Background: an optimization exercise with open tools, aiming at small area. Do not read the settings as production practice. Where RTL was checked, it was by simulation tests only, not by an equivalence proof against the original. The RTL of run 1 was laid out without a check of its function. Power is estimated from default activity; no workload was simulated.

==> design/flow/design.v <==
module cabe_encoder (
    input  wire        clk,
    input  wire        rst,         
    input  wire        start,
    input  wire [9:0]  cfg_w,       
    input  wire [15:0] cfg_h,       
    input  wire [31:0] cfg_cap,     
    input  wire        pix_valid,
    input  wire        pix_data,
    output wire        pix_ready,
    output wire        ob_we,
    output wire [31:0] ob_addr,
    output wire        ob_wdata,
    input  wire        ob_rdata,    
    output wire        done,
    output wire [31:0] keys,
    output wire [31:0] bitlen,
    output wire        trunc
);
    localparam DW = 3;               
    localparam RL = 27 / DW;         
    localparam [4:0] VS1 = (RL == 27) ? 5'd19 : 5'd25;
    localparam [4:0] VS2 = 5'd25;
    localparam S_IDLE  = 4'd0;
    localparam S_P1    = 4'd1;
    localparam S_KG    = 4'd2;
    localparam S_P2    = 4'd3;
    localparam S_EMIT  = 4'd4;
    localparam S_FLUSH = 4'd5;
    localparam S_CB0   = 4'd6;      
    localparam S_CB    = 4'd7;      
    localparam S_CF    = 4'd8;      
    localparam S_DONE  = 4'd9;
    reg [3:0]  state;
    wire in_p1  = (state == S_P1);
    wire in_kg  = (state == S_KG);
    wire in_p2  = (state == S_P2);
    wire pass2  = (state == S_P2) || (state == S_EMIT) || (state == S_FLUSH) ||
                  (state == S_CB0) || (state == S_CB) || (state == S_CF);
    wire wrbit  = (state == S_EMIT) || (state == S_FLUSH);
    wire in_cb0 = (state == S_CB0);
    wire in_cb  = (state == S_CB);
    wire in_cf  = (state == S_CF);
    wire carry_s = in_cb0 || in_cb || in_cf;
    localparam APW = $clog2(RL);
    reg  [APW-1:0] ap;               
    wire ap_end = (ap == RL - 1);
    wire ap0    = (ap == 0);
    always @(posedge clk)
        if (rst || ap_end) ap <= 0;
        else               ap <= ap + 1'b1;
    reg  [4:0] vp;                   
    always @(posedge clk)
        if (rst) vp <= 5'd0;
        else     vp <= vp + (pass2 ? VS2 : VS1);
    reg [9:0]  w_r;
    reg [15:0] h_r;
    reg [28:0] cap_r;                
    reg [9:0]  x;
    reg [15:0] y;
    reg        lastcol;              
    reg        lastup;               
    reg [2:0]  acc_key;              
    reg        acc_col;
    reg        pend;
    reg        lastacc;              
    wire [9:0]  x_inc  = x + 10'd1;
    wire [15:0] y_inc  = y + 16'd1;
    wire        last_x = (x_inc == w_r);
    wire        last_y = (y_inc == h_r);
    wire        xz     = (x == 10'd0);
    wire        row0   = (y == 16'd0);
    wire        w1     = (w_r == 10'd1);
    wire [4:0]  ring = x[9:5];
    wire [19:0] rb_head;
    wire        accept;
    genvar g;
    generate
        for (g = 0; g < 20; g = g + 1) begin : RB
            reg [31:0] r;
            always @(posedge clk)
                r <= {(accept && ring == g) ? pix_data : r[0], r[31:1]};
            assign rb_head[g] = r[0];
        end
    endgenerate
    wire up  = !row0 && (w1 ? lastcol : rb_head[ring]);
    wire [2:0] key = {!xz && lastcol, up, !xz && lastup};
    wire take1    = in_p1 && ap_end;
    wire take2;                      
    wire acc_free = !pend || take1 || take2;
    wire slot_ok  = w1 || (vp == x[4:0]);
    assign pix_ready = (in_p1 || pass2) && !lastacc && acc_free && slot_ok;
    assign accept    = pix_valid && pix_ready;
    reg [2:0] prev_key;
    reg       prev_col;
    reg [2:0] ft;                    
    reg       df;                    
    reg       busy;                  
    reg       first;                 
    reg       cyA, cyS, cyD;
    wire [DW-1:0] avg_h0 [0:7];
    wire          avg_h1 [0:7];
    wire [DW-1:0] dd_h0  [0:7];
    wire [DW-1:0] st_h0;
    wire [2:0]    dsel  = in_kg ? ft : prev_key;
    wire [DW-1:0] a_dig = avg_h0[ft];
    wire          a_nxt = avg_h1[ft];
    wire [DW-1:0] d_dig = dd_h0[dsel];
    wire [DW:0]   a_cat = {a_nxt & !ap_end, a_dig};
    wire [DW-1:0] aold  = first ? {DW{1'b0}} : a_cat[DW:1];
    wire [DW-1:0] sold  = first ? {DW{1'b0}} : st_h0;
    wire [DW-1:0] dold  = first ? {DW{1'b0}} : d_dig;
    wire          cA    = !ap0 && cyA;
    wire [DW:0]   asum  = aold + sold + cA;
    wire          cS    = ap0 || cyS;
    wire [DW:0]   sinc  = sold + cS;
    wire [DW-1:0] snew  = df ? {{(DW-1){1'b0}}, ap0} : sinc[DW-1:0];
    wire [DW-1:0] dlt   = {DW{prev_col}} | {{(DW-1){1'b0}}, ap0};
    wire          cD    = !ap0 && cyD;
    wire [DW:0]   dsum  = dold + dlt + cD;
    always @(posedge clk) begin
        cyA <= asum[DW];
        cyS <= sinc[DW];
        cyD <= dsum[DW];
    end
    wire clr = busy && first;
    genvar k;
    generate
        for (k = 0; k < 8; k = k + 1) begin : CTX
            reg [DW*RL-1:0] avg;
            reg [DW*RL-1:0] dd;
            always @(posedge clk) begin
                avg <= {(busy && df && ft == k) ? asum[DW-1:0] : (clr ? {DW{1'b0}} : avg[DW-1:0]),
                        avg[DW*RL-1:DW]};
                dd  <= {(busy && prev_key == k) ? dsum[DW-1:0] : (clr ? {DW{1'b0}} : dd[DW-1:0]),
                        dd[DW*RL-1:DW]};
            end
            assign avg_h0[k] = avg[DW-1:0];
            assign avg_h1[k] = avg[DW];
            assign dd_h0[k]  = dd[DW-1:0];
        end
    endgenerate
    reg [DW*RL-1:0] st;
    always @(posedge clk)
        st <= {busy ? snew : st[DW-1:0], st[DW*RL-1:DW]};
    assign st_h0 = st[DW-1:0];
    reg [3:0] tq;                    
    reg       hi;                    
    reg       nz;                    
    generate
        if (DW == 1) begin : KG1
            always @(posedge clk) begin
                if (ap < 4) tq[ap[1:0]] <= a_dig[0];
                hi <= !ap0 && (hi || (ap >= 4 && a_dig[0]));
            end
        end else begin : KG3
            always @(posedge clk) begin
                if (ap0) tq[2:0] <= a_dig[2:0];
                if (ap == 1) tq[3] <= a_dig[0];
                hi <= !ap0 && (hi || (|a_dig[DW-1:1]) || (ap != 1 && a_dig[0]));
            end
        end
    endgenerate
    always @(posedge clk)
        nz <= (!ap0 && nz) || (|d_dig);
    wire       hi_f = hi || (|a_dig);
    wire       nz_f = nz || (|d_dig);
    wire       kcol = !d_dig[DW-1] && nz_f;
    wire [3:0] tq1  = tq + 4'd1;
    wire [2:0] ksh  = (hi_f || tq == 4'd15) ? 3'd7 :
                      (tq == 4'd0)          ? 3'd1 : tq1[3:1];
    reg [31:0] keys_r;
    reg [7:0]  a_r;
    reg [7:0]  c_r;
    reg [2:0]  cnt;
    reg [28:0] bitlen_r;             
    reg        trunc_r;
    wire [3:0] kt_nib   = keys_r[31:28];
    wire [2:0] kt_shift = kt_nib[3:1];
    wire       hit      = (acc_col == kt_nib[0]);
    wire [7:0] reduced  = a_r >> kt_shift;
    wire [8:0] miss_sum = {1'b0, c_r} + {1'b0, reduced};
    wire [7:0] miss_a   = a_r - reduced;
    wire        room    = (bitlen_r != cap_r);    
    wire        pz      = (bitlen_r == 29'd0);
    assign      take2   = in_p2 && pend && (ft == acc_key);
    wire        krot    = pass2 && !((state == S_FLUSH) && ft == 3'd0);
    wire        cstart  = take2 && !hit && miss_sum[8] && !pz;
    wire        back    = (in_cb0 || in_cb) && ob_rdata && !pz;
    wire        cwr     = (in_cb0 && !back) || in_cb || (in_cf && ob_rdata);
    wire        bl_dec  = cstart || back;
    wire        bl_inc  = (wrbit && room) || (carry_s && !back);
    wire [28:0] bl_tog;
    assign bl_tog[0] = bl_dec || bl_inc;
    genvar bi;
    generate
        for (bi = 1; bi < 29; bi = bi + 1) begin : BLT
            assign bl_tog[bi] = bl_tog[bi-1] && (bitlen_r[bi-1] ^ bl_dec);
        end
    endgenerate
    wire [28:0] bl_next = bitlen_r ^ bl_tog;
    assign ob_we    = (wrbit && room) || cwr;
    assign ob_addr  = {3'b000, bitlen_r};
    assign ob_wdata = carry_s ? !ob_rdata : c_r[7];
    assign done   = (state == S_DONE);
    assign keys   = keys_r;
    assign bitlen = {3'b000, bitlen_r};
    assign trunc  = trunc_r;
    always @(posedge clk) begin
        bitlen_r <= bl_next;
        pend     <= accept || (pend && !take1 && !take2);
        if (accept) begin
            acc_key <= key;
            acc_col <= pix_data;
            lastcol <= pix_data;
            lastup  <= up;
            if (last_x) begin
                x       <= 10'd0;
                y       <= last_y ? 16'd0 : y_inc;
                lastacc <= last_y;
            end else begin
                x       <= x_inc;
            end
        end
        if (krot) begin
            keys_r <= {keys_r[27:0], keys_r[31:28]};
            ft     <= ft + 3'd1;
        end
        if (wrbit) begin
            if (!room) trunc_r <= 1'b1;
            c_r <= {c_r[6:0], 1'b0};
            a_r <= {a_r[6:0], 1'b0};
            cnt <= cnt - 3'd1;
        end
        if (rst) begin
            state <= S_IDLE;
        end else begin
            case (state)
                S_IDLE, S_DONE: begin
                    if (start) begin
                        w_r      <= cfg_w;
                        h_r      <= cfg_h;
                        cap_r    <= (|cfg_cap[31:29]) ? {29{1'b1}} : cfg_cap[28:0];
                        x        <= 10'd0;
                        y        <= 16'd0;
                        prev_key <= 3'd0;
                        prev_col <= 1'b0;
                        pend     <= 1'b0;
                        busy     <= 1'b0;
                        first    <= 1'b1;
                        lastacc  <= 1'b0;
                        state    <= S_P1;
                    end
                end
                S_P1: begin
                    if (ap_end) begin
                        busy <= pend;
                        if (pend) begin
                            ft       <= prev_key;
                            df       <= (acc_key != prev_key) && (acc_col == prev_col);
                            prev_key <= acc_key;
                            prev_col <= acc_col;
                        end
                        if (busy) first <= 1'b0;
                        if (lastacc && !pend) begin
                            ft    <= 3'd0;
                            state <= S_KG;
                        end
                    end
                end
                S_KG: begin
                    if (ap_end) begin
                        keys_r <= {keys_r[27:0], ksh, kcol};
                        ft <= ft + 3'd1;
                        if (ft == 3'd7) begin
                            a_r      <= 8'hFF;
                            c_r      <= 8'h00;
                            bitlen_r <= 29'd0;
                            trunc_r  <= 1'b0;
                            lastacc  <= 1'b0;
                            state    <= S_P2;
                        end
                    end
                end
                S_P2: begin
                    if (take2) begin
                        if (hit) begin
                            a_r   <= reduced;
                            cnt   <= kt_shift;
                            state <= S_EMIT;
                        end else begin
                            a_r <= miss_a;
                            c_r <= miss_sum[7:0];
                            if (miss_sum[8] && !pz) begin
                                state <= S_CB0;
                            end else if (!miss_a[7]) begin
                                cnt   <= 3'd1;
                                state <= S_EMIT;
                            end
                        end
                    end else if (!pend && lastacc) begin
                        cnt   <= 3'd0;           
                        state <= S_FLUSH;
                    end
                end
                S_CB0, S_CB, S_CF: begin
                    if (in_cf ? ob_rdata : !back) begin
                        if (in_cb) begin
                            state <= S_CF;
                        end else if (!a_r[7]) begin
                            cnt   <= 3'd1;
                            state <= S_EMIT;
                        end else begin
                            state <= S_P2;
                        end
                    end else if (in_cb0) begin
                        state <= S_CB;
                    end
                end
                S_EMIT: if (cnt == 3'd1) state <= S_P2;
                S_FLUSH: if (cnt == 3'd1) state <= S_DONE;
                default: state <= S_IDLE;
            endcase
        end
    end
endmodule
==> design/flow/flow/run.sh <==
#!/bin/bash
# The standard layout (standard.sh: ORFS synthesis through finish), with one
# change: the buffers that global placement puts on every input and output port
# are the smallest buffer cell instead of the flow's default choice.
set -euo pipefail
export BUFFER_PORTS_ARGS="-buffer_cell sky130_fd_sc_hd__buf_1"
bash standard.sh > make_finish.log 2>&1
==> design/flow/standard.sh <==
#!/bin/bash
# synth_recipe.tcl (not shown) runs the flow's synth.tcl, then flattens the netlist and writes it again
# the make line also repeats each setting of config.mk as NAME=value (left out here)
make -C /OpenROAD-flow-scripts/flow DESIGN_CONFIG=/design/flow/config.mk WORK_HOME=/design/flow/orfs CLKGATE_MAP_FILE= SYNTH_SCRIPT=/design/flow/synth_recipe.tcl "${@:-finish}"
==> design/flow/config.mk <==
export PLATFORM = sky130hd
export DESIGN_NAME = cabe_encoder
export DESIGN_NICKNAME = cabe_encoder
export VERILOG_FILES = /design/flow/design.v
export SDC_FILE = /design/flow/constraint.sdc
export NUM_CORES = 4
export LEC_CHECK = 0
export ABC_AREA = 1
export CAP_MARGIN = 20
export CORE_MARGIN = 2
export CORE_UTILIZATION = 70
export CTS_CLUSTER_DIAMETER = 100
export CTS_CLUSTER_SIZE = 28
export SLEW_MARGIN = 20
==> design/flow/constraint.sdc <==
create_clock -name core_clock -period 12.0 [get_ports {clk}]
set_input_delay 2.4000 -clock core_clock [delete_from_list [all_inputs] [get_ports {clk}]]
set_output_delay 2.4000 -clock core_clock [all_outputs]
set_load 0.01 [all_outputs]
==> reports/results.ini, run 1 <==
[run_status]
outcome=complete, no violations

[synthesis]
synth_ff_type=dfxtp_1
synth_top_cell_by_area=dfxtp_1
yosysWarningCount=1
synthArstFlopShare=0
netlist_area_um2=35300
ys_seq_area_frac=0.757
synth_common_cells=dfxtp_1 (1229), nand2_1 (380), inv_1 (276), nor2_1 (236), o21ai_0 (178)
ys_seq_elements=1299
synth.most_common_cell=dfxtp_1
synth.avg_cell_area_um2=11.8
synthCells=2986
synth_edf_count=70
yosysUniqueCellTypes=65
synth_top_area_frac=0.698
ys_top_cells_by_area=dfxtp_1 (70%), edfxtp_1 (6.0%), nand2_1 (4.0%)

[global_route]
grt_max_degree=58
use_met2=0.445
use_met1=0.347
met3_usage=0.0470
grt_overflow_total=0
grt_busiest_layer=met2
grt_pass1_vias=20060
grt_pass1_wl_um=107000
grt_use_total=0.264
antenna_found_initial=4

[pwr]
vdd_drop_max_mv=0.168
power.total_mw=8.84
p_leak_nw=15.6
powerDensity_nw_per_um2=234

[worst_setup_path]
r2r-start=keys_r[29]
r2r_slack_ps=7110
crit_path_start_kind=input pin
worst_path_most_repeated_cell=buf_1
worstSetupEndpointType=output port
path_cells=buf_1, inv_1, nor2_1, nand2_1, a21oi_1, nand3_1, buf_1
critPathMaxStageDelay_ps=160
path_class=input pin to output port
critPathMaxFanout=3
crit_path_top_delay_cell=a21oi_1
r2r_end=bitlen_r[28]
crit_arrival_ps=3220
worstPathRequired_ps=9600
reg2reg_depth=26

[cts]
cts_buffers=53
cts_sinks=1299
cts_max_level=2
cts_setup_buffers=0
hold_buffers=0
clk_pin_slew_worst_paths_ps=100
cts_resized=0
cts_tree=yes
cts-root-buf=clkbuf_16
clk_latency_ps=670
cts_max_path_buffers=3

[placement]
dpl_cell_area_um2=36300
hpwl_um=43500
gp_congestion=0.900
port-buffer-count=158

[timing]
holdWs_ps=317
slew_violations=0
setup_tns_ps=0
tightest_slew_ps=1070
slew_headroom=0.282
fin_crit_ps=5620
timing.fmax_ghz=0.178
post-route-period-util=0.468
hold_violations=0
rsz0062_at_grt=false
setup_viol=0
skew_ps=43.4

[routing]
drc=0
vias_per_cell=5.27
first_iter_violations=1498
num_vias=20169
ant_nets=0
drtPass1Iterations=12
wire_per_inst_um=17.9
totalWireLength_um=68500

[min_path]
hold-path-cell-count=0
holdPathEnd=RB[13].r[2]
hp-start=RB[13].r[3]
holdCritPathClass=flop to flop

[cells_and_area]
drive_above_1_share=0.0362
area_delta_synth_final_pct=7.28
final_util=0.757
finish.instance_area_um2=37800
finalNetCount=3243

[floorplan]
die_x_um=228
rows=82
start_util=0.706
die_h_um=228
die_area_um2=52200
io_pins=165
core_um2=50000

[run]
drv_cap=0

[routing by layer]
layer  part of all wire  routed length (um)
met1               0.43               29500
met2               0.48               32700
met4              0.030                2040
met3              0.063                4290
met5            0.00015                  10
[flip-flops by register name (all words and copies together) (netlist names), 16 cells and up]
register / cells
CTX.dd: 216
y: 16
h_r: 16
RB.r: 640
st: 27
bitlen_r: 29
CTX.avg: 216
keys_r: 32
cap_r: 29
[report_power, final]
group          internal (mW)  total (mW)  switching (mW)  leakage (nW)
logic                  0.483        1.50            1.01          4.23
clock network          0.835        2.11            1.28         0.725
registers               4.91        5.23           0.327          10.6
[worst max path at each step]
| stage | slack [ps] | end | start | depth (start not counted) |
|---|---|---|---|---|
| floorplan | 6690 | cap_r[0] | rst | 3 |
| global placement | 6350 | ob_we | ob_rdata | 7 |
| detailed placement | 6370 | ob_we | ob_rdata | 7 |
| CTS | 6370 | ob_we | ob_rdata | 7 |
| global route | 6270 | ob_we | ob_rdata | 7 |
| finish | 6380 | ob_we | ob_rdata | 7 |
[area by class of cell]
| class | count | area, um^2 |
|---|---|---|
| Antenna cell | 4 | 10.0 |
| Clock buffer | 61 | 1360 |
| Clock inverter | 8 | 130 |
| Fill cell | 3076 | 12100 |
| Inverter | 286 | 1070 |
| Multi-Input combinational cell | 1329 | 7060 |
| Sequential cell | 1299 | 26700 |
| Tap cell | 672 | 841 |
| Timing Repair Buffer | 165 | 646 |
[kinds of logic after synthesis]
kind of cell	count (synthesis)	synth area share
AO/OA/AOI/OAI	390	0.0641
XOR/XNOR	65	0.0161
adder cells (fa/ha/maj)	45	0.0172
buffers and inverters	363	0.0431
flip-flops	1299	0.757
multiplexers	5	0.00142
other	1	0.000106
AND/OR/NAND/NOR	818	0.100
[per-stage QoR]
stage	setup WS (ps)	instances
finish	6380	3824
global route	6270	3821
CTS	6370	3820
detailed placement	6370	3751
global placement	6350	3751
floorplan	6690	2991
[critical path: cells and delay by family]
kind / cells / cell delay (ps)
AOI/OAI and AO/OA: 1 / 160
buffers and inverters: 3 / 300
and+or+nand+nor: 3 / 340
[placed cells by master, fill, tap and decap left out, drive strengths merged, types with 9 or more instances in the layout]
cell type	instances
dfxtp	1229
nand2	388
inv	286
nor2	245
o21ai	186
buf	165
nand3	114
a21oi	90
edfxtp	70
clkbuf	61
ha	39
xor2	36
xnor2	29
nor3	25
o22ai	17
nand4	17
a22oi	14
a211oi	13
o21a	13
a221oi	10
nor4	10
o211ai	10
or2	9
==> run 2: changes to the inputs <==
--- a/design/flow/design.v
+++ b/design/flow/design.v
@@ -44,3 +44,3 @@
     wire carry_s = in_cb0 || in_cb || in_cf;
-    localparam APW = $clog2(RL);
+    localparam APW = (RL > 16) ? 5 : 4;
     reg  [APW-1:0] ap;               
@@ -58,2 +58,3 @@
     reg [28:0] cap_r;                
+    reg        cap_big;              
     reg [9:0]  x;
@@ -183,3 +184,3 @@
     wire [7:0] miss_a   = a_r - reduced;
-    wire        room    = (bitlen_r != cap_r);    
+    wire        room    = cap_big || (bitlen_r != cap_r);    
     wire        pz      = (bitlen_r == 29'd0);
@@ -224,6 +225,5 @@
         end
-        if (krot) begin
-            keys_r <= {keys_r[27:0], keys_r[31:28]};
-            ft     <= ft + 3'd1;
-        end
+        if (krot || (in_kg && ap_end))
+            keys_r <= {keys_r[27:0], in_kg ? {ksh, kcol} : keys_r[31:28]};
+        if (krot) ft <= ft + 3'd1;
         if (wrbit) begin
@@ -242,3 +242,4 @@
                         h_r      <= cfg_h;
-                        cap_r    <= (|cfg_cap[31:29]) ? {29{1'b1}} : cfg_cap[28:0];
+                        cap_r    <= cfg_cap[28:0];
+                        cap_big  <= |cfg_cap[31:29];
                         x        <= 10'd0;
@@ -272,3 +273,2 @@
                     if (ap_end) begin
-                        keys_r <= {keys_r[27:0], ksh, kcol};
                         ft <= ft + 3'd1;
==> run 2 against run 1 <==
Against the previous run: still clean; clock skew down 14 ps; worst setup slack worse by 200 ps; power down 1.9%; sequential share of layout area up 1.1 points; cell area down 0.28%.
==> reports/results.ini, run 2 <==
[synthesis]
synth_top_area_frac=0.682  ; was 0.698
synth_ff_type=dfxtp_1  ; unchanged
synth_top_cell_by_area=dfxtp_1  ; unchanged
netlist_area_um2=35100  ; was 35300 um^2
synthCells=2868  ; was 2986
yosysWarningCount=1  ; unchanged
ys_top_cells_by_area=dfxtp_1 (68%), edfxtp_1 (8.8%), nand2_1 (3.7%)  ; was dfxtp_1 (70%), edfxtp_1 (6.0%), nand2_1 (4.0%)
synth.avg_cell_area_um2=12.2  ; was 11.8 um^2
synth_edf_count=103  ; was 70
yosysUniqueCellTypes=70  ; was 65
synth_common_cells=dfxtp_1 (1197), nand2_1 (347), inv_1 (254), nor2_1 (202), o21ai_0 (175)  ; was dfxtp_1 (1229), nand2_1 (380), inv_1 (276), nor2_1 (236), o21ai_0 (178)
ys_seq_area_frac=0.770  ; was 0.757
ys_seq_elements=1300  ; was 1299
synth.most_common_cell=dfxtp_1  ; unchanged
synthArstFlopShare=0  ; unchanged

[global_route]
grt_max_degree=75  ; was 58
antenna_found_initial=1  ; was 4
grt_overflow_total=0  ; unchanged
grt_pass1_wl_um=110000  ; was 107000 um
grt_use_total=0.268  ; was 0.264
grt_pass1_vias=19916  ; was 20.1k

[cts]
cts_setup_buffers=0  ; unchanged
cts_max_level=2  ; unchanged
cts_sinks=1300  ; was 1299
cts_max_path_buffers=3  ; unchanged
cts_resized=0  ; unchanged
cts_tree=yes  ; unchanged
clk_pin_slew_worst_paths_ps=110  ; was 100 ps
hold_buffers=0  ; unchanged
cts_buffers=53  ; unchanged
cts-root-buf=clkbuf_16  ; unchanged
clk_latency_ps=660  ; was 670 ps

[floorplan]
die_area_um2=52000  ; was 52200 um^2
die_h_um=228  ; about the same
start_util=0.704  ; was 0.706
rows=82  ; unchanged
die_x_um=228  ; about the same
io_pins=165  ; unchanged
core_um2=49900  ; was 50000 um^2

[worst_setup_path]
crit_path_top_delay_cell=o211ai_1  ; was a21oi_1
worstSetupEndpointType=output port  ; unchanged
crit_family=compound AO/OA/AOI/OAI gates  ; was simple AND/OR/NAND/NOR gates
worstPathRequired_ps=9600  ; about the same
path_cells=buf_1, inv_1, nor2_1, o21ai_2, o211ai_1, o211ai_1, buf_1  ; was buf_1, inv_1, nor2_1, nand2_1, a21oi_1, nand3_1, buf_1
crit_path_start_kind=input pin  ; unchanged
crit_arrival_ps=3420  ; was 3220 ps
path_class=input pin to output port  ; unchanged
crit_buf_inv=3  ; unchanged
critPathMaxFanout=3  ; unchanged
critPathMaxStageDelay_ps=210  ; was 160 ps

[pwr]
p_clk_frac=0.246  ; was 0.239
p_switching_mw=2.47  ; was 2.62 mW
intPower_mw=6.20  ; was 6.23 mW
seqPwrFrac=0.601  ; was 0.592
sw_frac_of_total=0.285  ; was 0.296
combPwrFrac=0.153  ; was 0.169
p_leak_nw=15.3  ; was 15.6 nW
vdd_drop_max_mv=0.197  ; was 0.168 mV
powerDensity_nw_per_um2=230  ; was 234 nW/um^2

[timing]
rsz0062_at_grt=false  ; unchanged
hold_violations=0  ; unchanged
fin_crit_ps=5820  ; was 5620 ps
setup_tns_ps=0  ; unchanged
skew_ps=29.6  ; was 43.4 ps
slew_violations=0  ; unchanged
setup_viol=0  ; unchanged
post-route-period-util=0.485  ; was 0.468
timing.fmax_ghz=0.172  ; was 0.178 GHz
tightest_slew_ps=984  ; was 1070 ps
slew_headroom=0.344  ; was 0.282

[placement]
hpwl_um=41900  ; was 43500 um
gp_congestion=0.911  ; was 0.900
port-buffer-count=158  ; unchanged

[routing]
drc=0  ; unchanged
wire_per_inst_um=18.7  ; was 17.9 um
totalWireLength_um=69300  ; was 68500 um
first_iter_violations=1695  ; was 1498
drtPass1Iterations=8  ; was 12
vias_per_cell=5.31  ; was 5.27
num_vias=19715  ; was 20.2k
ant_nets=0  ; unchanged

[cells_and_area]
drive_above_1_share=0.0405  ; was 0.0362
final_common_cell=dfxtp_1  ; unchanged
largest_register_ffs=640  ; unchanged
reg.largest.list=RB.r (640), CTX.avg (216), CTX.dd (216)  ; unchanged
final_util=0.756  ; was 0.757
largest_register=RB.r  ; unchanged
final_cell_mix=dfxtp_1 (1197), nand2_1 (347), inv_1 (254)  ; was dfxtp_1 (1229), nand2_1 (379), inv_1 (276)
finalNetCount=3131  ; was 3243
area_delta_synth_final_pct=7.38  ; was 7.28%
diodes=0  ; was 4

[run]
drv_cap=0  ; unchanged

[run_status]
outcome=complete, no violations  ; unchanged

[min_path]
holdCritPathClass=flop to flop  ; unchanged

-- run 2: changes by cell type in the layout (fill, tap and decap cells not counted), sizes merged, moves of 8 or more --
cell    before   now
a211oi      13     5
inv        286   271
a21oi       90    80
nor2       245   216
dfxtp     1229  1197
nand2      388   352
edfxtp      70   103
o21a        13     3
-- run 2: cells by family after synthesis --
logic type / synth area share
compound gates: 0.0580
xor+xnor: 0.0172
fa+ha+maj: 0.0173
buf+inv: 0.0406
flops: 0.770
mux: 0.00114
other cells: 0.000107
simple gates: 0.0954
-- run 2: cell type report --
| cell class | count | area (um^2) |
|---|---|---|
| flip-flops and latches | 1300 | 27100 |
| fillers | 2977 | 12100 |
| multi-input cells | 1235 | 6670 |
| clock buffers | 66 | 1420 |
| inverters | 267 | 1000 |
| well taps | 672 | 841 |
| repair buffers | 165 | 646 |
| clock inverters | 6 | 81.3 |
-- run 2: per-stage QoR --
stage / setup WS, ps / instances / hold slack (ps) / instance area (um^2) / power [mW]
floorplan: 6620 / 2873 / 310 / 35100 / 6.12
global placement: 6250 / 3639 / 309 / 36200 / 6.50
detailed placement: 6190 / 3639 / 312 / 36200 / 6.57
CTS: 6180 / 3711 / 328 / 37700 / 8.69
global route: 6030 / 3711 / 331 / 37700 / 9.03
finish: 6180 / 3711 / 316 / 37700 / 8.68
-- run 2: power by group through the flow --
stage	logic [mW]	registers (mW)	clock network [mW]
after floorplan	0.925	5.20	0
after global placement	1.24	5.27	0
after detailed placement	1.27	5.29	0
after CTS	1.31	5.22	2.16
after global routing	1.48	5.26	2.29
final	1.33	5.21	2.13
-- run 2: final timing paths --
check                    from      endpoint  slack [ps]  depth (start not counted)
hold reg to reg   RB[15].r[2]   RB[15].r[1]         320                          0
setup / recovery     ob_rdata         ob_we        6180                          7
setup reg to reg   keys_r[29]  bitlen_r[28]        7250                         27
hold / removal    RB[15].r[2]   RB[15].r[1]         320                          0
-- run 2: routing by layer --
layer  share of wire  GRT usage  vias to the layer above
li1                -          -                     9470
met1            0.43      0.356                     9387
met2            0.49      0.459                      700
met3           0.055     0.0416                      156
met4           0.030     0.0819                        2
met5         0.00019          0                        -
==> run 3: changes to the inputs <==
--- a/design/flow/design.v
+++ b/design/flow/design.v
@@ -34,2 +34,8 @@
     reg [3:0]  state;
+    reg [31:0] keys_r;
+    reg [28:0] bitlen_r;             
+    reg [7:0]  a_r;
+    reg [7:0]  c_r;
+    reg [2:0]  cnt;
+    reg        trunc_r;
     wire in_p1  = (state == S_P1);
@@ -104,3 +110,8 @@
     wire [DW-1:0] dd_h0  [0:7];
+    wire [DW-1:0] dd_in  [0:7];
+    wire [DW-1:0] avg_in [0:7];
     wire [DW-1:0] st_h0;
+    wire [26:0]   av7   = {keys_r[31:27], bitlen_r[28:27], a_r, c_r, cnt, trunc_r};
+    wire [26:0]   av7_n = {avg_in[7], av7[26:DW]};
+    wire          ring_mode = in_p1 || (in_kg && ft == 3'd7);
     wire [2:0]    dsel  = in_kg ? ft : prev_key;
@@ -130,19 +141,25 @@
         for (k = 0; k < 8; k = k + 1) begin : CTX
-            reg [DW*RL-1:0] avg;
-            reg [DW*RL-1:0] dd;
-            always @(posedge clk) begin
-                avg <= {(busy && df && ft == k) ? asum[DW-1:0] : (clr ? {DW{1'b0}} : avg[DW-1:0]),
-                        avg[DW*RL-1:DW]};
-                dd  <= {(busy && prev_key == k) ? dsum[DW-1:0] : (clr ? {DW{1'b0}} : dd[DW-1:0]),
-                        dd[DW*RL-1:DW]};
+            assign avg_in[k] = (busy && df && ft == k) ? asum[DW-1:0] : (clr ? {DW{1'b0}} : avg_h0[k]);
+            if (k < 7) begin : AR
+                reg [DW*RL-1:0] avg;
+                always @(posedge clk)
+                    avg <= {avg_in[k], avg[DW*RL-1:DW]};
+                assign avg_h0[k] = avg[DW-1:0];
+                assign avg_h1[k] = avg[DW];
+            end else begin : ARB
+                assign avg_h0[k] = av7[DW-1:0];
+                assign avg_h1[k] = av7[DW];
+            end
+            assign dd_in[k]  = (busy && prev_key == k) ? dsum[DW-1:0] : (clr ? {DW{1'b0}} : dd_h0[k]);
+            if (k < 7) begin : DR
+                reg [DW*RL-1:0] dd;
+                always @(posedge clk)
+                    dd <= {dd_in[k], dd[DW*RL-1:DW]};
+                assign dd_h0[k] = dd[DW-1:0];
+            end else begin : DRB
+                assign dd_h0[k] = bitlen_r[DW-1:0];
             end
-            assign avg_h0[k] = avg[DW-1:0];
-            assign avg_h1[k] = avg[DW];
-            assign dd_h0[k]  = dd[DW-1:0];
         end
     endgenerate
-    reg [DW*RL-1:0] st;
-    always @(posedge clk)
-        st <= {busy ? snew : st[DW-1:0], st[DW*RL-1:DW]};
-    assign st_h0 = st[DW-1:0];
+    assign st_h0 = keys_r[DW-1:0];
     reg [3:0] tq;                    
@@ -172,8 +189,2 @@
                       (tq == 4'd0)          ? 3'd1 : tq1[3:1];
-    reg [31:0] keys_r;
-    reg [7:0]  a_r;
-    reg [7:0]  c_r;
-    reg [2:0]  cnt;
-    reg [28:0] bitlen_r;             
-    reg        trunc_r;
     wire [3:0] kt_nib   = keys_r[31:28];
@@ -210,3 +221,8 @@
     always @(posedge clk) begin
-        bitlen_r <= bl_next;
+        if (in_p1 || in_kg)
+            bitlen_r <= {av7_n[21:20], dd_in[7], bitlen_r[DW*RL-1:DW]};
+        else
+            bitlen_r <= bl_next;
+        if (ring_mode)
+            {a_r, c_r, cnt, trunc_r} <= av7_n[19:0];
         pend     <= accept || (pend && !take1 && !take2);
@@ -225,5 +241,9 @@
         end
-        if (krot || (in_kg && ap_end))
-            keys_r <= {keys_r[27:0], in_kg ? {ksh, kcol} : keys_r[31:28]};
-        if (krot) ft <= ft + 3'd1;
+        if (in_kg && ap_end)
+            keys_r <= {ksh, kcol, keys_r[31:4]};
+        else if (krot)
+            keys_r <= {keys_r[3:0], keys_r[31:4]};
+        else if (ring_mode)
+            keys_r <= {av7_n[26:22], busy ? snew : keys_r[DW-1:0], keys_r[DW*RL-1:DW]};
+        if (krot) ft <= ft - 3'd1;
         if (wrbit) begin
@@ -266,3 +286,3 @@
                         if (lastacc && !pend) begin
-                            ft    <= 3'd0;
+                            ft    <= 3'd7;
                             state <= S_KG;
@@ -273,4 +293,5 @@
                     if (ap_end) begin
-                        ft <= ft + 3'd1;
-                        if (ft == 3'd7) begin
+                        ft <= ft - 3'd1;
+                        if (ft == 3'd0) begin
+                            ft       <= 3'd0;
                             a_r      <= 8'hFF;
==> run 3 against run 2 <==
Against the previous run: worst setup slack worse by 57 ps; register-to-register slack lost 1100 ps; flip-flop and latch count down 81; area after synthesis down 1.7%; global-route usage rose by 4.6 points; utilization down 0.20 points; first-iteration DRC count increased by 45%; highest routed layer unchanged.
==> reports/results.ini, run 3 <==
[run_status]
outcome=complete, no violations  ; unchanged

[min_path]
holdCritPathClass=flop to flop  ; unchanged
hp-start=RB[16].r[4]  ; was RB[15].r[2]

[cells_and_area]
final_common_cell=dfxtp_1  ; unchanged
final_cell_count_no_fill=3797  ; was 3711
finalNetCount=3225  ; was 3131
largest_register=RB.r  ; unchanged
finish.instance_area_um2=36900  ; was 37700 um^2
area_delta_synth_final_pct=6.71  ; was 7.38%
diodes=0  ; unchanged
final_cell_mix=dfxtp_1 (1116), nand2_1 (413), inv_1 (291)  ; was dfxtp_1 (1197), nand2_1 (347), inv_1 (254)
drive_above_1_share=0.0409  ; was 0.0405
reg.largest.list=RB.r (640), CTX.AR.avg (189), CTX.DR.dd (189)  ; was RB.r (640), CTX.avg (216), CTX.dd (216)
largest_register_ffs=640  ; unchanged
nFillCells=2880  ; was 2977

[synthesis]
synth.most_common_cell=dfxtp_1  ; unchanged
netlist_area_um2=34500  ; was 35100 um^2
ys_seq_area_frac=0.736  ; was 0.770
synthCells=2995  ; was 2868
synth_top_cell_by_area=dfxtp_1  ; unchanged
synth_common_cells=dfxtp_1 (1116), nand2_1 (413), inv_1 (291), nor2_1 (192), o21ai_0 (173)  ; was dfxtp_1 (1197), nand2_1 (347), inv_1 (254), nor2_1 (202), o21ai_0 (175)
synthArstFlopShare=0  ; unchanged
synth_edf_count=103  ; unchanged
ys_top_cells_by_area=dfxtp_1 (65%), edfxtp_1 (9.0%), nand2_1 (4.5%)  ; was dfxtp_1 (68%), edfxtp_1 (8.8%), nand2_1 (3.7%)
synth_ff_type=dfxtp_1  ; unchanged
yosysWarningCount=1  ; unchanged
ys_seq_elements=1219  ; was 1300
synth.avg_cell_area_um2=11.5  ; was 12.2 um^2
synth_top_area_frac=0.647  ; was 0.682
yosysUniqueCellTypes=65  ; was 70

[timing]
hold_violations=0  ; unchanged
skew_ps=26.6  ; was 29.6 ps
holdWs_ps=323  ; was 316 ps
slew_violations=0  ; unchanged
slew_headroom=0.226  ; was 0.344
tightest_slew_ps=1150  ; was 984 ps
rsz0062_at_grt=false  ; unchanged
fin_crit_ps=5870  ; was 5820 ps
setup_viol=0  ; unchanged
setup_tns_ps=0  ; unchanged
timing.fmax_ghz=0.170  ; was 0.172 GHz
post-route-period-util=0.489  ; was 0.485

[placement]
port-buffer-count=158  ; unchanged
dp.cells=3729  ; was 3639
gp_congestion=0.932  ; was 0.911
dpl_cell_area_um2=35400  ; was 36200 um^2
hpwl_um=49200  ; was 41900 um

[global_route]
grt_max_degree=72  ; was 75
grt_use_total=0.314  ; was 0.268
grt_pass1_vias=21338  ; was 19.9k
grt_pass1_wl_um=122000  ; was 110000 um
antenna_found_initial=3  ; was 1
grt_busiest_layer=met2  ; unchanged
use_met2=0.534  ; was 0.459
use_met1=0.391  ; was 0.356
met3_usage=0.0553  ; was 0.0416
grt_overflow_total=0  ; unchanged

[worst_setup_path]
crit_path_start_kind=flop  ; was input pin
crit_path_top_delay_cell=o21ai_0  ; was o211ai_1
path_class=flop to flop  ; was input pin to output port
crit_buf_inv=6  ; was 3
r2r-start=state[1]  ; was keys_r[29]
critPathMaxFanout=11  ; was 3
crit_family=compound AO/OA/AOI/OAI gates  ; unchanged
worst_path_most_repeated_cell=inv_1
critPathMaxStageDelay_ps=760  ; was 210 ps
critPathLaunch=state[1]  ; was ob_rdata
worstSetupEndpointType=flop  ; was output port
worstPathRequired_ps=12550  ; was 9600 ps
crit_arrival_ps=6420  ; was 3420 ps
path_cells=inv_1, nor2_1, nand2_1, o21ai_0, inv_1, nor3_1, inv_1, o21ai_0, a221oi_1, o2111ai_1, o21ai_0, or2_2, fa_1, inv_1, fa_1, inv_1, o21ai_0, o21ai_0, o21bai_1, inv_1  ; was buf_1, inv_1, nor2_1, o21ai_2, o211ai_1, o211ai_1, buf_1

[cts]
clk_latency_ps=640  ; was 660 ps
cts_buffers=50  ; was 53
cts_max_level=2  ; unchanged
hold_buffers=0  ; unchanged
cts_tree=yes  ; unchanged
clk_pin_slew_worst_paths_ps=110  ; about the same
cts-root-buf=clkbuf_16  ; unchanged
cts_setup_buffers=0  ; unchanged
cts_resized=0  ; unchanged
cts_sinks=1219  ; was 1300
cts_max_path_buffers=3  ; unchanged

[pwr]
vdd_drop_max_mv=0.181  ; was 0.197 mV
intPower_mw=6.26  ; was 6.20 mW
p_clk_frac=0.212  ; was 0.246
p_leak_nw=15.1  ; was 15.3 nW
sw_frac_of_total=0.344  ; was 0.285
combPwrFrac=0.239  ; was 0.153
p_switching_mw=3.29  ; was 2.47 mW
powerDensity_nw_per_um2=259  ; was 230 nW/um^2
seqPwrFrac=0.549  ; was 0.601

[floorplan]
core_um2=48800  ; was 49900 um^2
rows=81  ; was 82
die_x_um=226  ; was 228 um
io_pins=165  ; unchanged
die_area_um2=51100  ; was 52000 um^2
die_h_um=226  ; was 228 um
start_util=0.707  ; was 0.704

[routing]
drc=0  ; unchanged
wire_per_inst_um=21.0  ; was 18.7 um
drtPass1Iterations=8  ; unchanged
ant_nets=0  ; unchanged
num_vias=21363  ; was 19.7k
vias_per_cell=5.63  ; was 5.31
totalWireLength_um=79700  ; was 69300 um
first_iter_violations=2454  ; was 1695

[run]
drv_cap=0  ; unchanged

[run 3: cell types whose count changed after synthesis, sizes merged, moves of 7 or more]
| cell | previous run | this run |
|---|---|---|
| a211oi | 5 | 15 |
| nand2 | 352 | 424 |
| o211ai | 14 | 37 |
| buf | 49 | 63 |
| a21oi | 80 | 100 |
| o21ai | 181 | 188 |
| dfxtp | 1197 | 1116 |
| nor3 | 26 | 37 |
| inv | 266 | 303 |
| o221ai | 0 | 10 |
| clkbuf | 22 | 39 |
[run 3: logic make-up (layout without fill, tap and decap cells)]
logic type	count (synthesis)	after routing	share of synthesized area
compound gates	428	428	0.0732
xor+xnor	63	63	0.0160
fa+ha+maj	44	44	0.0172
buf+inv	408	541	0.0509
flops	1219	1219	0.736
mux	3	3	0.000870
other cells	1	6	0.000109
simple gates	829	829	0.105
[run 3: final timing paths]
check | to | slack (ps) | cells past startpoint
min reg2reg | RB[16].r[3] | 320 | 0
max reg2reg | bitlen_r[25] | 6130 | 20
min | RB[16].r[3] | 320 | 0
max | bitlen_r[25] | 6130 | 20
[run 3: routing by layer]
metal | part of all wire | vias up
li1 | - | 9835
met1 | 0.39 | 10079
met2 | 0.48 | 1109
met3 | 0.073 | 334
met4 | 0.055 | 6
met5 | 0.00049 | -
[run 3: power by group through the flow]
stage	Clock, mW	Combinational [mW]	Sequential, mW
after global routing	2.15	2.51	5.29
after floorplan	0	1.62	5.11
final	2.02	2.28	5.24
after CTS	2.03	2.23	5.23
after global placement	0	2.09	5.24
after detailed placement	0	2.16	5.29
[run 3: through the flow]
step                       util  setup WS, ps  power, mW
after floorplan               -          6660       6.72
after global placement    0.726          6450       7.32
after detailed placement  0.726          6430       7.45
after CTS                 0.754          6420       9.50
after global routing      0.754          5770       9.95
final                     0.754          6130       9.55
[run 3: layout make-up]
cell class / count / area (um^2) / area share
repair buffers: 167 / 661 / 0.0179
clock buffers: 63 / 1320 / 0.0359
clock inverters: 5 / 88.8 / 0.00241
flip-flops and latches: 1219 / 25400 / 0.690
multi-input cells: 1373 / 7370 / 0.200
well taps: 664 / 831 / 0.0225
inverters: 306 / 1150 / 0.0312
==> run 4: changes to the inputs <==
--- a/design/flow/design.v
+++ b/design/flow/design.v
@@ -22,3 +22,3 @@
     localparam [4:0] VS1 = (RL == 27) ? 5'd19 : 5'd25;
-    localparam [4:0] VS2 = 5'd25;
+    localparam [4:0] VS2 = 5'd5;
     localparam S_IDLE  = 4'd0;
@@ -26,9 +26,11 @@
     localparam S_KG    = 4'd2;
-    localparam S_P2    = 4'd3;
-    localparam S_EMIT  = 4'd4;
-    localparam S_FLUSH = 4'd5;
-    localparam S_CB0   = 4'd6;      
-    localparam S_CB    = 4'd7;      
-    localparam S_CF    = 4'd8;      
-    localparam S_DONE  = 4'd9;
+    localparam S_DONE  = 4'd3;
+    localparam S_P2    = 4'd8;
+    localparam S_EMIT  = 4'd9;
+    localparam S_EMIT1 = 4'd10;     
+    localparam S_FLUSH = 4'd11;
+    localparam S_MISS  = 4'd12;     
+    localparam S_CB0   = 4'd13;     
+    localparam S_CB    = 4'd14;     
+    localparam S_CF    = 4'd15;     
     reg [3:0]  state;
@@ -43,5 +45,6 @@
     wire in_p2  = (state == S_P2);
-    wire pass2  = (state == S_P2) || (state == S_EMIT) || (state == S_FLUSH) ||
-                  (state == S_CB0) || (state == S_CB) || (state == S_CF);
-    wire wrbit  = (state == S_EMIT) || (state == S_FLUSH);
+    wire pass2  = state[3];
+    wire in_miss  = (state == S_MISS);
+    wire in_emit1 = (state == S_EMIT1);
+    wire wrbit  = (state == S_EMIT) || (state == S_FLUSH) || in_emit1;    
     wire in_cb0 = (state == S_CB0);
@@ -49,3 +52,3 @@
     wire in_cf  = (state == S_CF);
-    wire carry_s = in_cb0 || in_cb || in_cf;
+    wire carry_s = in_cb0 || in_cb || in_cf;                              
     localparam APW = (RL > 16) ? 5 : 4;
@@ -164,21 +167,5 @@
     assign st_h0 = keys_r[DW-1:0];
-    reg [3:0] tq;                    
-    reg       hi;                    
-    reg       nz;                    
-    generate
-        if (DW == 1) begin : KG1
-            always @(posedge clk) begin
-                if (ap < 4) tq[ap[1:0]] <= a_dig[0];
-                hi <= !ap0 && (hi || (ap >= 4 && a_dig[0]));
-            end
-        end else begin : KG3
-            always @(posedge clk) begin
-                if (ap0) tq[2:0] <= a_dig[2:0];
-                if (ap == 1) tq[3] <= a_dig[0];
-                hi <= !ap0 && (hi || (|a_dig[DW-1:1]) || (ap != 1 && a_dig[0]));
-            end
-        end
-    endgenerate
-    always @(posedge clk)
-        nz <= (!ap0 && nz) || (|d_dig);
+    wire [3:0] tq = y[3:0];
+    wire       hi = y[4];
+    wire       nz = y[5];
     wire       hi_f = hi || (|a_dig);
@@ -192,5 +179,11 @@
     wire       hit      = (acc_col == kt_nib[0]);
-    wire [7:0] reduced  = a_r >> kt_shift;
-    wire [8:0] miss_sum = {1'b0, c_r} + {1'b0, reduced};
-    wire [7:0] miss_a   = a_r - reduced;
+    reg        scy, sbw;
+    wire [3:0] ts       = {cnt[1:0], 1'b0} + {1'b0, kt_shift};
+    wire [8:0] a_ext    = {1'b0, a_r};
+    wire [1:0] rb2      = {!ts[3] && ts != 4'd7 && a_ext[kt_shift + 4'd1], !ts[3] && a_r[kt_shift]};
+    wire [2:0] csum     = {1'b0, c_r[1:0]} + {1'b0, rb2} + {2'b00, scy};
+    wire [2:0] adif     = {1'b0, a_r[1:0]} - {1'b0, rb2} - {2'b00, sbw};
+    wire       c_co     = csum[2];
+    wire       a_bo     = adif[2];
+    wire       mlast    = in_miss && (cnt[1:0] == 2'd3);
     wire        room    = cap_big || (bitlen_r != cap_r);    
@@ -198,4 +191,4 @@
     assign      take2   = in_p2 && pend && (ft == acc_key);
-    wire        krot    = pass2 && !((state == S_FLUSH) && ft == 3'd0);
-    wire        cstart  = take2 && !hit && miss_sum[8] && !pz;
+    wire        krot    = pass2 && !in_miss && !(take2 && !hit) && !((state == S_FLUSH) && ft == 3'd0);
+    wire        cstart  = mlast && c_co && !pz;
     wire        back    = (in_cb0 || in_cb) && ob_rdata && !pz;
@@ -222,3 +215,4 @@
         if (in_p1 || in_kg)
-            bitlen_r <= {av7_n[21:20], dd_in[7], bitlen_r[DW*RL-1:DW]};
+            bitlen_r <= (in_kg && ft != 3'd7) ? {5'd0, bitlen_r[DW*RL-1:DW]}
+                                              : {av7_n[21:20], dd_in[7], bitlen_r[DW*RL-1:DW]};
         else
@@ -228,2 +222,8 @@
         pend     <= accept || (pend && !take1 && !take2);
+        if (in_kg) begin
+            if (ap0) y[2:0] <= a_dig;
+            if (ap == 1) y[3] <= a_dig[0];
+            y[4] <= !ap0 && (hi || (|a_dig[2:1]) || (ap != 1 && a_dig[0]));
+            y[5] <= (!ap0 && nz) || (|d_dig);
+        end
         if (accept) begin
@@ -251,5 +251,13 @@
             c_r <= {c_r[6:0], 1'b0};
-            a_r <= {a_r[6:0], 1'b0};
             cnt <= cnt - 3'd1;
         end
+        if (in_emit1)
+            a_r <= {a_r[6:0], 1'b0};
+        if (in_miss) begin
+            a_r <= {adif[1:0], a_r[7:2]};
+            c_r <= {csum[1:0], c_r[7:2]};
+            cnt <= cnt + 3'd1;
+        end
+        scy <= in_miss && c_co;
+        sbw <= in_miss && a_bo;
         if (rst) begin
@@ -296,5 +304,5 @@
                             ft       <= 3'd0;
+                            y        <= 16'd0;
                             a_r      <= 8'hFF;
                             c_r      <= 8'h00;
-                            bitlen_r <= 29'd0;
                             trunc_r  <= 1'b0;
@@ -308,3 +316,3 @@
                         if (hit) begin
-                            a_r   <= reduced;
+                            a_r   <= a_r & (8'hFF << kt_shift);
                             cnt   <= kt_shift;
@@ -312,10 +320,4 @@
                         end else begin
-                            a_r <= miss_a;
-                            c_r <= miss_sum[7:0];
-                            if (miss_sum[8] && !pz) begin
-                                state <= S_CB0;
-                            end else if (!miss_a[7]) begin
-                                cnt   <= 3'd1;
-                                state <= S_EMIT;
-                            end
+                            cnt   <= 3'd0;
+                            state <= S_MISS;
                         end
@@ -326,2 +328,13 @@
                 end
+                S_MISS: begin
+                    if (cnt[1:0] == 2'd3) begin
+                        if (c_co && !pz)
+                            state <= S_CB0;
+                        else if (!adif[1])
+                            state <= S_EMIT1;
+                        else
+                            state <= S_P2;
+                    end
+                end
+                S_EMIT1: state <= S_P2;
                 S_CB0, S_CB, S_CF: begin
@@ -331,4 +344,3 @@
                         end else if (!a_r[7]) begin
-                            cnt   <= 3'd1;
-                            state <= S_EMIT;
+                            state <= S_EMIT1;
                         end else begin
==> run 4 against run 3 <==
Against the previous run: still clean; synthesized cell count shrank 3.4%; flip-flop and latch count shrank 4; non-clock buffer count is the same; critical endpoint is now ob_we; largest cell class unchanged; highest routed layer is now met4.
==> reports/results.ini, run 4 <==
[synthesis]
synth_ff_type=dfxtp_1  ; unchanged
netlist_area_um2=33800  ; was 34500 um^2
synth_top_cell_by_area=dfxtp_1  ; unchanged
ys_seq_elements=1215  ; was 1219
synthCells=2893  ; was 2995
synth_top_area_frac=0.662  ; was 0.647
yosysWarningCount=1  ; unchanged
synth.avg_cell_area_um2=11.7  ; was 11.5 um^2
synth_edf_count=99  ; was 103
ys_seq_area_frac=0.750  ; was 0.736
synth_common_cells=dfxtp_1 (1116), nand2_1 (454), inv_1 (252), nor2_1 (182), o21ai_0 (174)  ; was dfxtp_1 (1116), nand2_1 (413), inv_1 (291), nor2_1 (192), o21ai_0 (173)
synthArstFlopShare=0  ; unchanged
ys_top_cells_by_area=dfxtp_1 (66%), edfxtp_1 (8.8%), nand2_1 (5.0%)  ; was dfxtp_1 (65%), edfxtp_1 (9.0%), nand2_1 (4.5%)
yosysUniqueCellTypes=61  ; was 65
synth.most_common_cell=dfxtp_1  ; unchanged

[pwr]
vdd_drop_max_mv=0.184  ; was 0.181 mV
p_leak_nw=14.8  ; was 15.1 nW
intPower_mw=5.93  ; was 6.26 mW
p_switching_mw=2.67  ; was 3.29 mW
sw_frac_of_total=0.310  ; was 0.344
seqPwrFrac=0.583  ; was 0.549
combPwrFrac=0.186  ; was 0.239
p_clk_frac=0.231  ; was 0.212
powerDensity_nw_per_um2=238  ; was 259 nW/um^2

[worst_setup_path]
path_cells=buf_1, inv_1, nor3_4, nand2_1, nand2_1, nand3_1, buf_1  ; was inv_1, nor2_1, nand2_1, o21ai_0, inv_1, nor3_1, inv_1, o21ai_0, a221oi_1, o2111ai_1, o21ai_0, or2_2, fa_1, inv_1, fa_1, inv_1, o21ai_0, o21ai_0, o21bai_1, inv_1
crit_path_start_kind=input pin  ; was flop
critPathMaxFanout=4  ; was 11
critPathMaxStageDelay_ps=280  ; was 760 ps
crit_arrival_ps=3450  ; was 6420 ps
path_class=input pin to output port  ; was flop to flop
crit_family=simple AND/OR/NAND/NOR gates  ; was compound AO/OA/AOI/OAI gates
crit_path_top_delay_cell=nor3_4  ; was o21ai_0
r2r_slack_ps=6880  ; was 6130 ps
worstPathRequired_ps=9600  ; was 12550 ps
crit_buf_inv=3  ; was 6
worstSetupEndpointType=output port  ; was flop

[timing]
skew_ps=26.9  ; was 26.6 ps
slew_violations=0  ; unchanged
setup_viol=0  ; unchanged
post-route-period-util=0.487  ; was 0.489
rsz0062_at_grt=false  ; unchanged
timing.fmax_ghz=0.171  ; was 0.170 GHz
slew_headroom=0.281  ; was 0.226
fin_ws_ps=6150  ; was 6130 ps
tightest_slew_ps=1070  ; was 1150 ps
setup_tns_ps=0  ; unchanged
fin_crit_ps=5850  ; was 5870 ps
hold_violations=0  ; unchanged

[global_route]
grt_overflow_total=0  ; unchanged
grt_pass1_wl_um=108000  ; was 122000 um
grt_busiest_layer=met2  ; unchanged
use_met1=0.360  ; was 0.391
grt_max_degree=38  ; was 72
grt_use_total=0.279  ; was 0.314
met3_usage=0.0363  ; was 0.0553
use_met2=0.487  ; was 0.534
antenna_found_initial=1  ; was 3
grt_pass1_vias=19788  ; was 21.3k

[run]
drv_cap=0  ; unchanged

[routing]
drtPass1Iterations=6  ; was 8
totalWireLength_um=70000  ; was 79700 um
wire_per_inst_um=19.1  ; was 21.0 um
ant_nets=0  ; unchanged
drc=0  ; unchanged
num_vias=19868  ; was 21.4k
vias_per_cell=5.42  ; was 5.63
first_iter_violations=1964  ; was 2454

[cells_and_area]
area_delta_synth_final_pct=7.01  ; was 6.71%
final_cell_mix=dfxtp_1 (1116), nand2_1 (454), inv_1 (252)  ; was dfxtp_1 (1116), nand2_1 (413), inv_1 (291)
multiInputGateArea_um2=6980  ; was 7370 um^2
final_util=0.758  ; was 0.754
finalNetCount=3129  ; was 3225
largest_register=RB.r  ; unchanged
diodes=0  ; unchanged
drive_above_1_share=0.0361  ; was 0.0409
nFillCells=2913  ; was 2880
largest_register_ffs=640  ; unchanged
reg.largest.list=RB.r (640), CTX.AR.avg (189), CTX.DR.dd (189)  ; unchanged
final_common_cell=dfxtp_1  ; unchanged
regArea_um2=25300  ; was 25400 um^2

[min_path]
holdCritPathClass=flop to flop  ; unchanged

[placement]
gp_congestion=0.922  ; was 0.932
port-buffer-count=158  ; unchanged
dp_slack_ps=6190  ; was 6430 ps
hpwl_um=46900  ; was 49200 um

[cts]
cts_buffers=49  ; was 50
clk_latency_ps=640  ; about the same
cts_setup_buffers=0  ; unchanged
hold_buffers=0  ; unchanged
cts_tree=yes  ; unchanged
cts-root-buf=clkbuf_16  ; unchanged
clk_pin_slew_worst_paths_ps=120  ; was 110 ps
cts_sinks=1215  ; was 1219
cts_resized=0  ; unchanged
cts_max_level=2  ; unchanged
cts_max_path_buffers=3  ; unchanged

[floorplan]
core_um2=47600  ; was 48800 um^2
die_area_um2=50000  ; was 51100 um^2
die_h_um=224  ; was 226 um
io_pins=165  ; unchanged
start_util=0.709  ; was 0.707
die_x_um=224  ; was 226 um
rows=80  ; was 81

[run_status]
outcome=complete, no violations  ; unchanged

## run 4: changes by cell type after synthesis, moves of 11 or more
cell,change
a21oi_1,-24
ha_1,-11
inv_1,-39
nand2_1,+41
o211ai_1,-20
o21ai_1,-13
xnor2_1,-14
xor2_1,+13
## run 4: final cells by class
| type | instances | share of cell area |
|---|---|---|
| Clock inverter | 3 | 0.00138 |
| Clock buffer | 70 | 0.0376 |
| Sequential cell | 1215 | 0.701 |
| Inverter | 268 | 0.0279 |
| Timing Repair Buffer | 167 | 0.0183 |
| Tap cell | 615 | 0.0213 |
| Multi-Input combinational cell | 1328 | 0.193 |
## run 4: routing by layer
| layer | up-vias | wire length (um) |
|---|---|---|
| met5 | - | 0 |
| li1 | 9540 | - |
| met1 | 9391 | 29300 |
| met4 | 0 | 2540 |
| met2 | 771 | 34300 |
| met3 | 166 | 3840 |
## run 4: through the flow
step	hold slack, ps	instances	area, um^2	total power [mW]
floorplan	310	2898	33800	6.08
finish	309	3666	36100	8.60
global route	327	3666	36100	8.96
detailed placement	312	3593	34700	6.65
global placement	310	3593	34700	6.56
CTS	325	3666	36100	8.59
## run 4: kinds of logic (layout without fill, tap and decap cells)
| kind of cell | count (synthesis) | in the layout | share of synthesized area |
|---|---|---|---|
| simple gates | 848 | 848 | 0.107 |
| flops | 1215 | 1215 | 0.750 |
| xor+xnor | 62 | 62 | 0.0161 |
| compound gates | 373 | 373 | 0.0659 |
| other cells | 1 | 6 | 0.000111 |
| fa+ha+maj | 36 | 36 | 0.0153 |
| mux | 3 | 3 | 0.00100 |
| buf+inv | 355 | 508 | 0.0445 |
## run 4: final timing paths
| path | endpoint | start | cells past startpoint |
|---|---|---|---|
| max | ob_we | ob_rdata | 7 |
| min reg2reg | RB[4].r[13] | RB[4].r[14] | 0 |
| min | RB[4].r[13] | RB[4].r[14] | 0 |
| max reg2reg | bitlen_r[28] | keys_r[31] | 20 |
## run 4: power by group through the flow
stage	Sequential [mW]	Clock [mW]	Combinational (mW)
6_report	5.01	1.98	1.60
5_1_grt	5.06	2.12	1.78
4_1_cts	5.01	2.00	1.57
3_5_place_dp	5.09	0	1.56
3_3_place_gp	5.06	0	1.51
2_1_floorplan	4.96	0	1.12
==> run 5: changes to the inputs <==
--- a/design/flow/design.v
+++ b/design/flow/design.v
@@ -22,3 +22,3 @@
     localparam [4:0] VS1 = (RL == 27) ? 5'd19 : 5'd25;
-    localparam [4:0] VS2 = 5'd5;
+    localparam [4:0] VS2 = 5'd25;
     localparam S_IDLE  = 4'd0;
@@ -180,5 +180,6 @@
     reg        scy, sbw;
-    wire [3:0] ts       = {cnt[1:0], 1'b0} + {1'b0, kt_shift};
+    reg  [2:0] ms;                   
+    wire [3:0] ts       = {cnt[1:0], 1'b0} + {1'b0, ms};
     wire [8:0] a_ext    = {1'b0, a_r};
-    wire [1:0] rb2      = {!ts[3] && ts != 4'd7 && a_ext[kt_shift + 4'd1], !ts[3] && a_r[kt_shift]};
+    wire [1:0] rb2      = {!ts[3] && ts != 4'd7 && a_ext[ms + 4'd1], !ts[3] && a_r[ms]};
     wire [2:0] csum     = {1'b0, c_r[1:0]} + {1'b0, rb2} + {2'b00, scy};
@@ -191,3 +192,3 @@
     assign      take2   = in_p2 && pend && (ft == acc_key);
-    wire        krot    = pass2 && !in_miss && !(take2 && !hit) && !((state == S_FLUSH) && ft == 3'd0);
+    wire        krot    = pass2 && !((state == S_FLUSH) && ft == 3'd0);
     wire        cstart  = mlast && c_co && !pz;
@@ -321,2 +322,3 @@
                             cnt   <= 3'd0;
+                            ms    <= kt_shift;
                             state <= S_MISS;
==> run 5 against run 4 <==
Against the previous run: maximum frequency is 3.0% lower; cell count down 0.60%; sequential power hardly changed; worst setup slack got worse by 180 ps; flip-flop and latch count rose by 3; cell area about the same; register-to-register slack improved by 160 ps; hold slack better by 13 ps; wire length grew 2.4%; sequential share of layout area rose by 0.23 points; largest cell class unchanged; still clean on timing, DRC and antenna; non-clock buffer count is 1 lower.
==> reports/results.ini, run 5 <==
[run]
drv_cap=0  ; unchanged

[pwr]
combPwrFrac=0.179  ; was 0.186
p_clk_frac=0.232  ; was 0.231
p_leak_nw=14.6  ; was 14.8 nW
sw_frac_of_total=0.308  ; was 0.310
vdd_drop_max_mv=0.181  ; was 0.184 mV
p_switching_mw=2.62  ; was 2.67 mW
seqPwrFrac=0.589  ; was 0.583
powerDensity_nw_per_um2=235  ; was 238 nW/um^2
power.total_mw=8.51  ; was 8.60 mW
intPower_mw=5.89  ; was 5.93 mW

[worst_setup_path]
critPathMaxStageDelay_ps=290  ; was 280 ps
worst_path_most_repeated_cell=buf_1
r2r_slack_ps=7040  ; was 6880 ps
path_cells=buf_1, inv_1, nor3_4, inv_2, nor2_1, o2111ai_1, buf_1  ; was buf_1, inv_1, nor3_4, nand2_1, nand2_1, nand3_1, buf_1
worstSetupEndpointType=output port  ; unchanged
path_class=input pin to output port  ; unchanged
crit_buf_inv=4  ; was 3
crit_path_start_kind=input pin  ; unchanged
worstPathRequired_ps=9600  ; about the same
critPathMaxFanout=3  ; was 4
crit_path_top_delay_cell=nor3_4  ; unchanged
crit_arrival_ps=3630  ; was 3450 ps
crit_family=buffers and inverters  ; was simple AND/OR/NAND/NOR gates

[routing]
totalWireLength_um=71700  ; was 70000 um
num_vias=20047  ; was 19.9k
vias_per_cell=5.50  ; was 5.42
ant_nets=0  ; unchanged
drc=0  ; unchanged
drtPass1Iterations=6  ; unchanged
first_iter_violations=1860  ; was 1964
wire_per_inst_um=19.7  ; was 19.1 um

[min_path]
holdCritPathClass=flop to flop  ; unchanged

[synthesis]
synth_ff_type=dfxtp_1  ; unchanged
synth.avg_cell_area_um2=11.8  ; was 11.7 um^2
synth_common_cells=dfxtp_1 (1116), nand2_1 (412), inv_1 (262), nor2_1 (196), o21ai_0 (163)  ; was dfxtp_1 (1116), nand2_1 (454), inv_1 (252), nor2_1 (182), o21ai_0 (174)
ys_seq_elements=1218  ; was 1215
synth.most_common_cell=dfxtp_1  ; unchanged
synth_top_cell_by_area=dfxtp_1  ; unchanged
yosysUniqueCellTypes=63  ; was 61
synthArstFlopShare=0  ; unchanged
yosysWarningCount=1  ; unchanged
ys_top_cells_by_area=dfxtp_1 (66%), edfxtp_1 (9.1%), nand2_1 (4.6%)  ; was dfxtp_1 (66%), edfxtp_1 (8.8%), nand2_1 (5.0%)
synth_edf_count=102  ; was 99
synthCells=2869  ; was 2893
netlist_area_um2=33800  ; about the same
ys_seq_area_frac=0.752  ; was 0.750
synth_top_area_frac=0.661  ; was 0.662

[global_route]
grt_max_degree=46  ; was 38
grt_overflow_total=0  ; unchanged
grt_pass1_vias=20081  ; was 19.8k
grt_use_total=0.288  ; was 0.279
grt_pass1_wl_um=112000  ; was 108000 um
antenna_found_initial=1  ; unchanged

[cells_and_area]
reg.largest.list=RB.r (640), CTX.AR.avg (189), CTX.DR.dd (189)  ; unchanged
final_common_cell=dfxtp_1  ; unchanged
largest_register_ffs=640  ; unchanged
largest_register=RB.r  ; unchanged
finish.instance_area_um2=36100  ; about the same
area_delta_synth_final_pct=6.96  ; was 7.01%
drive_above_1_share=0.0380  ; was 0.0361
finalNetCount=3103  ; was 3129
final_cell_mix=dfxtp_1 (1116), nand2_1 (412), inv_1 (261)  ; was dfxtp_1 (1116), nand2_1 (454), inv_1 (252)
final_util=0.757  ; was 0.758

[floorplan]
die_h_um=224  ; about the same
die_area_um2=50100  ; was 50000 um^2
start_util=0.708  ; was 0.709
die_x_um=224  ; about the same
rows=80  ; unchanged
core_um2=47700  ; was 47600 um^2
io_pins=165  ; unchanged

[timing]
timing.fmax_ghz=0.166  ; was 0.171 GHz
tightest_slew_ps=1050  ; was 1070 ps
rsz0062_at_grt=false  ; unchanged
slew_violations=0  ; unchanged
setup_viol=0  ; unchanged
skew_ps=26.9  ; about the same
fin_crit_ps=6030  ; was 5850 ps
hold_violations=0  ; unchanged
post-route-period-util=0.502  ; was 0.487
holdWs_ps=323  ; was 309 ps
setup_tns_ps=0  ; unchanged
slew_headroom=0.293  ; was 0.281

[cts]
cts_max_path_buffers=3  ; unchanged
cts_setup_buffers=0  ; unchanged
cts_sinks=1218  ; was 1215
clk_latency_ps=640  ; about the same
cts_tree=yes  ; unchanged
cts_buffers=49  ; unchanged
clk_pin_slew_worst_paths_ps=100  ; was 120 ps
cts-root-buf=clkbuf_16  ; unchanged
cts_max_level=2  ; unchanged
hold_buffers=0  ; unchanged
cts_resized=0  ; unchanged

[placement]
port-buffer-count=158  ; unchanged
gp_congestion=0.949  ; was 0.922
dpl_cell_area_um2=34700  ; about the same
hpwl_um=46400  ; was 46900 um

[run_status]
outcome=complete, no violations  ; unchanged

==> run 5: logic make-up (layout without fill, tap and decap cells) <==
| logic type | after synthesis | in the layout | share of synthesized area |
|---|---|---|---|
| compound gates | 375 | 375 | 0.0673 |
| flops | 1218 | 1218 | 0.752 |
| mux | 2 | 2 | 0.000666 |
| simple gates | 813 | 813 | 0.103 |
| other cells | 1 | 7 | 0.000111 |
| fa+ha+maj | 34 | 34 | 0.0146 |
| buf+inv | 361 | 515 | 0.0454 |
| xor+xnor | 65 | 65 | 0.0168 |
==> run 5: metrics by stage <==
stage | setup slack, ps | instances
2_1_floorplan | 6500 | 2874
3_3_place_gp | 6100 | 3569
3_5_place_dp | 6040 | 3569
4_1_cts | 6030 | 3643
5_1_grt | 5900 | 3643
6_report | 5970 | 3644
==> run 5: per-layer routing <==
| layer | routed length [um] | GRT usage | vias up | part of all wire |
|---|---|---|---|---|
| met2 | 35100 | 0.499 | 829 | 0.49 |
| met5 | 0 | 0 | - | 0 |
| li1 | - | - | 9487 | - |
| met3 | 4690 | 0.0456 | 189 | 0.065 |
| met1 | 29500 | 0.370 | 9542 | 0.41 |
| met4 | 2410 | 0.101 | 0 | 0.034 |
==> run 5: power by group through the flow <==
stage	Clock (mW)	Combinational, mW	Sequential, mW
final	1.98	1.52	5.01
after global routing	2.13	1.68	5.06
after CTS	2.00	1.50	5.01
after detailed placement	0	1.46	5.08
after global placement	0	1.41	5.05
after floorplan	0	1.04	4.95
==> run 5: final timing paths <==
kind	startpoint	endpoint	cells past startpoint
max	ob_rdata	ob_we	7
min	RB[19].r[3]	RB[19].r[2]	0
max reg2reg	state[1]	bitlen_r[26]	17
min reg2reg	RB[19].r[3]	RB[19].r[2]	0
==> run 5: layout make-up <==
cell class                 count  area [um^2]
antenna                        1         2.50
clock buffer                  71         1350
clock inverter                 3         46.3
fill                        2917        11600
inverter                     275         1040
multi-input combinational   1295         6880
sequential                  1218        25400
tap                          615          769
timing repair buffer         166          653

## what the ideal ports hide
Ports are ideal in the flow. The routed layouts listed here were re-timed in OpenROAD. Step 1 (the two cells are an assumption about what drives the block):
set clk [get_ports {clk}]
set_driving_cell -lib_cell sky130_fd_sc_hd__clkbuf_16 $clk
set_driving_cell -lib_cell sky130_fd_sc_hd__buf_2 [delete_from_list [all_inputs] $clk]
Step 2 adds t to the input delays and takes it off the output delays; t is the mean of the earliest and latest rising clock arrival at the registers after step 1. Input paths then give back, and output paths get back, about the clock's delay inside the block. Slacks: ideal / step 1 / step 2; pairs: ideal / step 1.
run	t (ns)	setup slack, ns	latest minus earliest clock arrival (ns)
run 1	0.704	6.384 / 6.319 / 6.319	0.047 / 0.048
run 2	0.705	6.183 / 6.158 / 6.158	0.038 / 0.038
run 3	0.694	6.126 / 6.126 / 6.126	0.031 / 0.031
run 4	0.685	6.150 / 6.123 / 6.123	0.030 / 0.029
run 5	0.685	5.971 / 5.940 / 5.940	0.031 / 0.031
After both steps setup and hold are still met in every run listed. The setup slack of run 1, which loses most, moves by -0.065 ns with the drivers and by -0.065 ns with both steps.
